Background: an optimization exercise with open tools, aiming at small area. Do not read the settings as production practice. Only simulation tests tie the RTL to the original design; equivalence was not proved. Power is estimated from default activity; no workload was simulated.

Setup of P:
==> module s6afb_tx, before the edit <==
module s6afb_tx (
    input  wire        clk,
    input  wire        init,
    input  wire        issue_stb,
    input  wire [7:0]  issue_reg,
    input  wire [15:0] issue_val,
    input  wire        drive_stb,
    input  wire [31:0] tick,
    input  wire [6:0]  d_b,          
    input  wire        hi0_b,        
    output reg  [31:0] tx_ts,
    output reg         issue_busy,   
    output reg         tx_stb,       
    output wire [39:0] tx_data       
);
    localparam [1:0] IDLE           = 2'd0;
    localparam [1:0] UNLOCK_PENDING = 2'd1;
    localparam [1:0] UNLOCK_SENT    = 2'd2;
    localparam [1:0] COMMAND_SENT   = 2'd3;
    localparam [23:0] UNLOCK_TAIL = 24'h69_88_B5;
    reg [23:0] cmd;
    reg [1:0]  tx_progress;
    wire gap_done = !(hi0_b && !(d_b[6] || d_b[5] || d_b[4]) &&
                      !(d_b[3] && (d_b[2] || d_b[1])));
    wire idle     = (tx_progress == IDLE);
    wire send     = drive_stb && (tx_progress == UNLOCK_PENDING ||
                                  (tx_progress == UNLOCK_SENT && gap_done));
    always @(posedge clk) begin
        issue_busy <= issue_stb && !idle;
        tx_stb     <= send;
        if (issue_stb && idle)
            cmd <= {issue_reg, issue_val[7:0], issue_val[15:8]};
        if (send)
            tx_ts <= tick;
        if (init)
            tx_progress <= IDLE;
        else if (issue_stb && idle)
            tx_progress <= UNLOCK_PENDING;
        else if (drive_stb) begin
            case (tx_progress)
                IDLE: ;
                UNLOCK_PENDING: tx_progress <= UNLOCK_SENT;
                UNLOCK_SENT:    if (gap_done) tx_progress <= COMMAND_SENT;
                COMMAND_SENT:   if (gap_done) tx_progress <= IDLE;
            endcase
        end
    end
    assign tx_data = {16'hFF_AA, tx_progress[0] ? cmd : UNLOCK_TAIL};
endmodule
==> module s6afb, before the edit <==
module s6afb (
    input  wire        clk,
    input  wire [31:0] tick,
    input  wire        init_stb,
    input  wire [3:0]  init_tag,
    input  wire        rx_stb,
    input  wire [3:0]  rx_tag,
    input  wire [7:0]  rx_data,
    input  wire        issue_stb,
    input  wire [7:0]  issue_reg,
    input  wire [15:0] issue_val,
    input  wire        drive_stb,
    input  wire        wd_stb,
    output wire        issue_busy,
    output reg         rx_arm,
    output wire        tx_stb,
    output wire [39:0] tx_data,
    output wire [15:0] acc_x,
    output wire [15:0] acc_y,
    output wire [15:0] acc_z,
    output wire [15:0] gyro_x,
    output wire [15:0] gyro_y,
    output wire [15:0] gyro_z,
    output wire [15:0] angle_x,
    output wire [15:0] angle_y,
    output wire [15:0] angle_z,
    output wire [15:0] mag_x,
    output wire [15:0] mag_y,
    output wire [15:0] mag_z,
    output wire [15:0] temp,
    output wire [15:0] volt,
    output wire [15:0] version,
    output wire [31:0] last_frame_ts,
    output wire [31:0] angle_period,
    output wire [87:0] echo
);
    reg  [3:0] cfg_tag;
    wire       rx_take = rx_stb && (rx_tag == cfg_tag);
    wire       wd_restart;
    wire [31:0] tick_z = init_stb ? 32'd0 : tick;
    wire [31:0] angle_ts, tx_ts, wd_restart_ts;
    wire [31:0] t_a = {last_frame_ts[31:19],
                       ({19{rx_stb}} & angle_ts[18:0]) | ({19{wd_stb}} & last_frame_ts[18:0])};
    wire [18:0] d_a;
    wire        c19_a, hi0_a;
    s6afb_elapsed #(.LO(19)) u_ela (
        .nnow(~tick_z), .t(t_a), .d(d_a), .cout(c19_a), .hi_zero(hi0_a));
    wire [31:0] t_b = ({32{drive_stb}} & tx_ts) | ({32{wd_stb}} & wd_restart_ts);
    wire [6:0]  d_b;
    wire        c7_b, hi0_b;
    s6afb_elapsed #(.LO(7)) u_elb (
        .nnow(~tick_z), .t(t_b), .d(d_b), .cout(c7_b), .hi_zero(hi0_b));
    always @(posedge clk) begin
        if (init_stb)
            cfg_tag <= init_tag;
        rx_arm <= init_stb || rx_take || wd_restart;
    end
    s6afb_rx u_rx (
        .clk           (clk),
        .init          (init_stb),
        .rx_take       (rx_take),
        .rx_data       (rx_data),
        .tick_z        (tick_z),
        .d_a           (d_a),
        .c19_a         (c19_a),
        .wd_restart    (wd_restart),
        .angle_ts      (angle_ts),
        .acc_x         (acc_x),
        .acc_y         (acc_y),
        .acc_z         (acc_z),
        .gyro_x        (gyro_x),
        .gyro_y        (gyro_y),
        .gyro_z        (gyro_z),
        .angle_x       (angle_x),
        .angle_y       (angle_y),
        .angle_z       (angle_z),
        .mag_x         (mag_x),
        .mag_y         (mag_y),
        .mag_z         (mag_z),
        .temp          (temp),
        .volt          (volt),
        .version       (version),
        .last_frame_ts (last_frame_ts),
        .angle_period  (angle_period),
        .echo          (echo)
    );
    s6afb_tx u_tx (
        .clk        (clk),
        .init       (init_stb),
        .issue_stb  (issue_stb),
        .issue_reg  (issue_reg),
        .issue_val  (issue_val),
        .drive_stb  (drive_stb),
        .tick       (tick),
        .d_b        (d_b),
        .hi0_b      (hi0_b),
        .tx_ts      (tx_ts),
        .issue_busy (issue_busy),
        .tx_stb     (tx_stb),
        .tx_data    (tx_data)
    );
    s6afb_wd u_wd (
        .clk           (clk),
        .init          (init_stb),
        .wd_stb        (wd_stb),
        .tick_z        (tick_z),
        .d_a           (d_a[6:0]),
        .hi0_a         (hi0_a),
        .d_b           (d_b),
        .hi0_b         (hi0_b),
        .wd_restart_ts (wd_restart_ts),
        .restart       (wd_restart)
    );
endmodule
==> flow/config.mk <==
export PLATFORM = sky130hd
export DESIGN_NAME = s6afb
export DESIGN_NICKNAME = s6afb
export VERILOG_FILES = /design/flow/design.v
export SDC_FILE = /design/flow/constraint.sdc
export NUM_CORES = 4
export LEC_CHECK = 0
export CAP_MARGIN = 0
export CORE_MARGIN = 2
export CORE_UTILIZATION = 75
export SLEW_MARGIN = 0
==> flow/constraint.sdc <==
create_clock -name core_clock -period 10.0 [get_ports {clk}]
set_input_delay 2.0000 -clock core_clock [delete_from_list [all_inputs] [get_ports {clk}]]
set_output_delay 2.0000 -clock core_clock [all_outputs]
set_load 0.01 [all_outputs]
standard.sh (not shown) runs the stock make flow with config.mk's settings and CLKGATE_MAP_FILE= SYNTH_SCRIPT=/design/flow/synth_recipe.tcl, a recipe that flattens the netlist after the stock synthesis.
==> flow/flow/run.sh <==
#!/bin/bash
# The standard layout (standard.sh, which runs ORFS from synthesis to
# finish), with two changes that only make the layout smaller:
#  - every input and output port gets the smallest buffer, buf_1;
#  - the clock tree uses clkbuf_8 in clusters of at most 16 flip-flops and
#    no dummy loads.
# The make run's full output goes to make_finish.log in this folder; ORFS
# also keeps each step's log under orfs/logs.
set -euo pipefail
bash standard.sh \
  BUFFER_PORTS_ARGS="-buffer_cell sky130_fd_sc_hd__buf_1" \
  CTS_ARGS="-sink_clustering_enable -repair_clock_nets -dont_use_dummy_load -buf_list sky130_fd_sc_hd__clkbuf_8 -sink_clustering_size 16 -sink_clustering_max_diameter 50" \
  finish > make_finish.log 2>&1
Modified inputs, Q compared to P
diff --git a/flow/design.v b/flow/design.v
--- a/flow/design.v
+++ b/flow/design.v
@@ -136,10 +136,10 @@
     input  wire [7:0]  issue_reg,
     input  wire [15:0] issue_val,
     input  wire        drive_stb,
     input  wire [31:0] tick,
-    input  wire [6:0]  d_b,          
-    input  wire        hi0_b,        
+    input  wire [6:0]  d_a,          
+    input  wire        hi0_a,        
     output reg  [31:0] tx_ts,
     output reg         issue_busy,   
     output reg         tx_stb,       
     output wire [39:0] tx_data       
@@ -150,10 +150,10 @@
     localparam [1:0] COMMAND_SENT   = 2'd3;
     localparam [23:0] UNLOCK_TAIL = 24'h69_88_B5;
     reg [23:0] cmd;
     reg [1:0]  tx_progress;
-    wire gap_done = !(hi0_b && !(d_b[6] || d_b[5] || d_b[4]) &&
-                      !(d_b[3] && (d_b[2] || d_b[1])));
+    wire gap_done = !(hi0_a && !(d_a[6] || d_a[5] || d_a[4]) &&
+                      !(d_a[3] && (d_a[2] || d_a[1])));
     wire idle     = (tx_progress == IDLE);
     wire send     = drive_stb && (tx_progress == UNLOCK_PENDING ||
                                   (tx_progress == UNLOCK_SENT && gap_done));
     always @(posedge clk) begin
@@ -286,19 +286,19 @@
     wire       rx_take = rx_stb && (rx_tag == cfg_tag);
     wire       wd_restart;
     wire [31:0] tick_z = init_stb ? 32'd0 : tick;
     wire [31:0] angle_ts, tx_ts, wd_restart_ts;
-    wire [31:0] t_a = {last_frame_ts[31:19],
-                       ({19{rx_stb}} & angle_ts[18:0]) | ({19{wd_stb}} & last_frame_ts[18:0])};
+    wire [31:0] t_a = {({13{drive_stb}} & tx_ts[31:19]) | ({13{wd_stb}} & last_frame_ts[31:19]),
+                       ({19{drive_stb}} & tx_ts[18:0]) | ({19{rx_stb}} & angle_ts[18:0]) |
+                       ({19{wd_stb}} & last_frame_ts[18:0])};
     wire [18:0] d_a;
     wire        c19_a, hi0_a;
     s6afb_elapsed #(.LO(19)) u_ela (
         .nnow(~tick_z), .t(t_a), .d(d_a), .cout(c19_a), .hi_zero(hi0_a));
-    wire [31:0] t_b = ({32{drive_stb}} & tx_ts) | ({32{wd_stb}} & wd_restart_ts);
     wire [6:0]  d_b;
     wire        c7_b, hi0_b;
     s6afb_elapsed #(.LO(7)) u_elb (
-        .nnow(~tick_z), .t(t_b), .d(d_b), .cout(c7_b), .hi_zero(hi0_b));
+        .nnow(~tick_z), .t(wd_restart_ts), .d(d_b), .cout(c7_b), .hi_zero(hi0_b));
     always @(posedge clk) begin
         if (init_stb)
             cfg_tag <= init_tag;
         rx_arm <= init_stb || rx_take || wd_restart;
@@ -339,10 +339,10 @@
         .issue_reg  (issue_reg),
         .issue_val  (issue_val),
         .drive_stb  (drive_stb),
         .tick       (tick),
-        .d_b        (d_b),
-        .hi0_b      (hi0_b),
+        .d_a        (d_a[6:0]),
+        .hi0_a      (hi0_a),
         .tx_ts      (tx_ts),
         .issue_busy (issue_busy),
         .tx_stb     (tx_stb),
         .tx_data    (tx_data)
[summary]
- In terms of non-clock buffer share of cell area, P and Q differ only marginally.
- | count of vias placed by the detailed router | higher: Q |
- Initial standard-cell utilization of the core: P vs Q — no meaningful difference
- Re fraction of final layout cells sized beyond drive strength 1: Q is 0.22 points down on P.
- Comparing P and Q, the higher sequential power was measured on Q.
- Measured against each other, P and Q differ in number of signal-net inverters in the final layout, the lower figure coming from P.
- Logic depth of the worst setup path including buffers: Q > P
- Worst hold slack: Q worse than P
- Die area essentially unchanged between Q and P.
- Going from P to Q, combinational power grows by about 16%.
- Compared Q against P; non-clock buffer count within noise.
- Q vs P — total power climbed by a few percent
- Relative to P, actual slew at the worst max-slew pin has increased by 0.10 ns in Q.
- Status: static leakage parity (Q, P)

========
s6afb, a different RTL version from the one above (not shown whole).
Size in the first run: about 1,200 cells after synthesis, roughly 590 flip-flops, about 510 I/O pins, ~22,000 um2 of cells after synthesis.
==> module s6afb_elapsed, before the edit <==
module s6afb_elapsed #(
    parameter LO = 7,
    parameter ZC = 7             
) (
    input  wire [31:0]   nnow,
    input  wire [31:0]   t,
    output wire [LO-1:0] d,
    output wire          cout,
    output wire          hi_zero
);
    wire [LO-1:0] s;
    wire          b_zc, b_lo;
    s6afb_ripple #(.N(ZC)) u_lo (
        .a(nnow[ZC-1:0]), .b(t[ZC-1:0]), .cin(1'b0), .s(s[ZC-1:0]), .cout(b_zc));
    generate
        if (LO > ZC) begin : g_more
            s6afb_ripple #(.N(LO - ZC)) u_hi (
                .a(nnow[LO-1:ZC]), .b(t[LO-1:ZC]), .cin(b_zc), .s(s[LO-1:ZC]), .cout(b_lo));
        end else begin : g_none
            assign b_lo = b_zc;
        end
    endgenerate
    assign d    = ~s;
    assign cout = ~b_lo;
    wire [31:ZC] x = nnow[31:ZC] ^ t[31:ZC];
    wire [31:ZC] c = {nnow[30:ZC] & t[30:ZC], b_zc};
    wire         mid_zero;
    generate
        if (ZC > 7) begin : g_mid
            assign mid_zero = &s[ZC-1:7];    
        end else begin : g_nomid
            assign mid_zero = 1'b1;
        end
    endgenerate
    assign hi_zero = mid_zero && &(x ^ c);
endmodule
==> module s6afb, before the edit <==
module s6afb (
    input  wire        clk,
    input  wire [31:0] tick,
    input  wire        init_stb,
    input  wire [3:0]  init_tag,
    input  wire        rx_stb,
    input  wire [3:0]  rx_tag,
    input  wire [7:0]  rx_data,
    input  wire        issue_stb,
    input  wire [7:0]  issue_reg,
    input  wire [15:0] issue_val,
    input  wire        drive_stb,
    input  wire        wd_stb,
    output wire        issue_busy,
    output reg         rx_arm,
    output wire        tx_stb,
    output wire [39:0] tx_data,
    output wire [15:0] acc_x,
    output wire [15:0] acc_y,
    output wire [15:0] acc_z,
    output wire [15:0] gyro_x,
    output wire [15:0] gyro_y,
    output wire [15:0] gyro_z,
    output wire [15:0] angle_x,
    output wire [15:0] angle_y,
    output wire [15:0] angle_z,
    output wire [15:0] mag_x,
    output wire [15:0] mag_y,
    output wire [15:0] mag_z,
    output wire [15:0] temp,
    output wire [15:0] volt,
    output wire [15:0] version,
    output wire [31:0] last_frame_ts,
    output wire [31:0] angle_period,
    output wire [87:0] echo
);
    reg  [3:0] cfg_tag;
    wire       rx_take = rx_stb && (rx_tag == cfg_tag);
    wire       wd_restart;
    wire [31:0] tick_z = init_stb ? 32'd0 : tick;
    wire [31:0] angle_ts, tx_ts, wd_restart_ts;
    wire [31:0] t_a = {({13{drive_stb}} & tx_ts[31:19]) | ({13{wd_stb}} & last_frame_ts[31:19]),
                       ({19{drive_stb}} & tx_ts[18:0]) | ({19{rx_stb}} & angle_ts[18:0]) |
                       ({19{wd_stb}} & last_frame_ts[18:0])};
    wire [18:0] d_a;
    wire        c19_a, hi0_a;
    s6afb_elapsed #(.LO(19), .ZC(12)) u_ela (
        .nnow(~tick_z), .t(t_a), .d(d_a), .cout(c19_a), .hi_zero(hi0_a));
    wire [6:0]  d_b;
    wire        c7_b, hi0_b;
    s6afb_elapsed #(.LO(7)) u_elb (
        .nnow(~tick_z), .t(wd_restart_ts), .d(d_b), .cout(c7_b), .hi_zero(hi0_b));
    always @(posedge clk) begin
        if (init_stb)
            cfg_tag <= init_tag;
        rx_arm <= init_stb || rx_take || wd_restart;
    end
    s6afb_rx u_rx (
        .clk           (clk),
        .init          (init_stb),
        .rx_take       (rx_take),
        .rx_data       (rx_data),
        .tick_z        (tick_z),
        .d_a           (d_a),
        .c19_a         (c19_a),
        .wd_restart    (wd_restart),
        .angle_ts      (angle_ts),
        .acc_x         (acc_x),
        .acc_y         (acc_y),
        .acc_z         (acc_z),
        .gyro_x        (gyro_x),
        .gyro_y        (gyro_y),
        .gyro_z        (gyro_z),
        .angle_x       (angle_x),
        .angle_y       (angle_y),
        .angle_z       (angle_z),
        .mag_x         (mag_x),
        .mag_y         (mag_y),
        .mag_z         (mag_z),
        .temp          (temp),
        .volt          (volt),
        .version       (version),
        .last_frame_ts (last_frame_ts),
        .angle_period  (angle_period),
        .echo          (echo)
    );
    s6afb_tx u_tx (
        .clk        (clk),
        .init       (init_stb),
        .issue_stb  (issue_stb),
        .issue_reg  (issue_reg),
        .issue_val  (issue_val),
        .drive_stb  (drive_stb),
        .tick       (tick),
        .d_a        (d_a[6:0]),
        .hi0_a      (hi0_a),
        .tx_ts      (tx_ts),
        .issue_busy (issue_busy),
        .tx_stb     (tx_stb),
        .tx_data    (tx_data)
    );
    s6afb_wd u_wd (
        .clk           (clk),
        .init          (init_stb),
        .wd_stb        (wd_stb),
        .tick_z        (tick_z),
        .d_a           (d_a[6:0]),
        .hi0_a         (hi0_a),
        .d_b           (d_b),
        .hi0_b         (hi0_b),
        .wd_restart_ts (wd_restart_ts),
        .restart       (wd_restart)
    );
endmodule
clock: 10.0 ns
lec_check: 0
cap_margin: 0
core_margin: 2
core_utilization: 75
slew_margin: 0
==> flow/flow/run.sh <==
#!/bin/bash
# The standard layout (standard.sh, which runs ORFS from synthesis to
# finish), with three changes that only make the layout smaller:
#  - every input and output port gets the smallest buffer, buf_1;
#  - the clock tree uses clkbuf_4 in clusters of at most 10 flip-flops and
#    no dummy loads;
#  - the constant outputs share synthesis's tie cells instead of getting
#    one tie cell each.
# The make run's full output goes to make_finish.log in this folder; ORFS
# also keeps each step's log under orfs/logs.
set -euo pipefail
bash standard.sh \
  BUFFER_PORTS_ARGS="-buffer_cell sky130_fd_sc_hd__buf_1" \
  CTS_ARGS="-sink_clustering_enable -repair_clock_nets -dont_use_dummy_load -buf_list sky130_fd_sc_hd__clkbuf_4 -sink_clustering_size 10 -sink_clustering_max_diameter 40" \
  SKIP_REPAIR_TIE_FANOUT=1 \
  finish > make_finish.log 2>&1
==> next run, changes <==
--- a/flow/design.v
+++ b/flow/design.v
@@ -197,46 +197,37 @@
     always @(posedge clk) begin
         if (init || restart)
             wd_restart_ts <= tick_z;
     end
 endmodule
 module s6afb_elapsed #(
-    parameter LO = 7,
-    parameter ZC = 7             
+    parameter LO = 7
 ) (
     input  wire [31:0]   nnow,
     input  wire [31:0]   t,
     output wire [LO-1:0] d,
     output wire          cout,
     output wire          hi_zero
 );
     wire [LO-1:0] s;
-    wire          b_zc, b_lo;
-    s6afb_ripple #(.N(ZC)) u_lo (
-        .a(nnow[ZC-1:0]), .b(t[ZC-1:0]), .cin(1'b0), .s(s[ZC-1:0]), .cout(b_zc));
+    wire          b7, b_lo;
+    s6afb_ripple #(.N(7)) u_lo7 (
+        .a(nnow[6:0]), .b(t[6:0]), .cin(1'b0), .s(s[6:0]), .cout(b7));
     generate
-        if (LO > ZC) begin : g_more
-            s6afb_ripple #(.N(LO - ZC)) u_hi (
-                .a(nnow[LO-1:ZC]), .b(t[LO-1:ZC]), .cin(b_zc), .s(s[LO-1:ZC]), .cout(b_lo));
-        end else begin : g_none
-            assign b_lo = b_zc;
+        if (LO > 7) begin : g_more
+            s6afb_ripple #(.N(LO - 7)) u_hi (
+                .a(nnow[LO-1:7]), .b(t[LO-1:7]), .cin(b7), .s(s[LO-1:7]), .cout(b_lo));
+        end else begin : g_seven
+            assign b_lo = b7;
         end
     endgenerate
     assign d    = ~s;
     assign cout = ~b_lo;
-    wire [31:ZC] x = nnow[31:ZC] ^ t[31:ZC];
-    wire [31:ZC] c = {nnow[30:ZC] & t[30:ZC], b_zc};
-    wire         mid_zero;
-    generate
-        if (ZC > 7) begin : g_mid
-            assign mid_zero = &s[ZC-1:7];    
-        end else begin : g_nomid
-            assign mid_zero = 1'b1;
-        end
-    endgenerate
-    assign hi_zero = mid_zero && &(x ^ c);
+    wire [31:7] x = nnow[31:7] ^ t[31:7];
+    wire [31:7] c = {nnow[30:7] & t[30:7], b7};
+    assign hi_zero = &(x ^ c);
 endmodule
 module s6afb_ripple #(
     parameter N = 8
 ) (
     input  wire [N-1:0] a,
     input  wire [N-1:0] b,
@@ -298,13 +289,13 @@
     wire [31:0] angle_ts, tx_ts, wd_restart_ts;
     wire [31:0] t_a = {({13{drive_stb}} & tx_ts[31:19]) | ({13{wd_stb}} & last_frame_ts[31:19]),
                        ({19{drive_stb}} & tx_ts[18:0]) | ({19{rx_stb}} & angle_ts[18:0]) |
                        ({19{wd_stb}} & last_frame_ts[18:0])};
     wire [18:0] d_a;
     wire        c19_a, hi0_a;
-    s6afb_elapsed #(.LO(19), .ZC(12)) u_ela (
+    s6afb_elapsed #(.LO(19)) u_ela (
         .nnow(~tick_z), .t(t_a), .d(d_a), .cout(c19_a), .hi_zero(hi0_a));
     wire [6:0]  d_b;
     wire        c7_b, hi0_b;
     s6afb_elapsed #(.LO(7)) u_elb (
         .nnow(~tick_z), .t(wd_restart_ts), .d(d_b), .cout(c7_b), .hi_zero(hi0_b));
     always @(posedge clk) begin
What happened: Core utilization went up by 0.18 points; design area went up slightly; sequential share of layout area went down by 0.53 points; flip-flop and latch count does not change; power went up by a few percent; wire length went up by a few percent; clock power barely changes; hold slack degrades by 0.010 ns; synthesized cell count went up slightly.

## afterwards: timing with drivers on the ports
Ports are ideal in the flow. The routed layouts listed here were re-timed in OpenROAD.
Step 1: set_driving_cell puts a clkbuf_16 on clk and a buf_2 on each other input, an assumption about the parent block.
Step 2, shift: input delay + t, output delay - t, t = (earliest + latest rising clock arrival at the registers) / 2. This alone moves slack from input paths to output paths.
Three values: no drivers, after step 1, after step 2; two values: the first two.
| run | t (ns) | setup WS [ns] | worst hold slack (ns) | worst setup path after step 2 | latest minus earliest clock arrival (ns) |
|---|---|---|---|---|---|
| P | 0.615 | 0.414 / 0.436 / -0.179 | 0.451 / 0.451 / 0.451 | input to register | 0.060 / 0.060 |
| Q | 0.610 | 0.433 / 0.442 / -0.168 | 0.447 / 0.447 / 0.447 | input to register | 0.054 / 0.054 |
| the first run of note 2 | 0.737 | 0.529 / 0.542 / -0.195 | 0.439 / 0.439 / 0.439 | input to register | 0.100 / 0.101 |
| the second run of note 2 | 0.720 | 0.427 / 0.453 / -0.266 | 0.428 / 0.428 / 0.428 | input to register | 0.099 / 0.099 |
With both steps, setup timing fails in every run listed, where it was met with ideal ports. The setup slack of the first run of note 2, which loses most, moves by +0.013 ns with the drivers and by -0.724 ns with both steps.
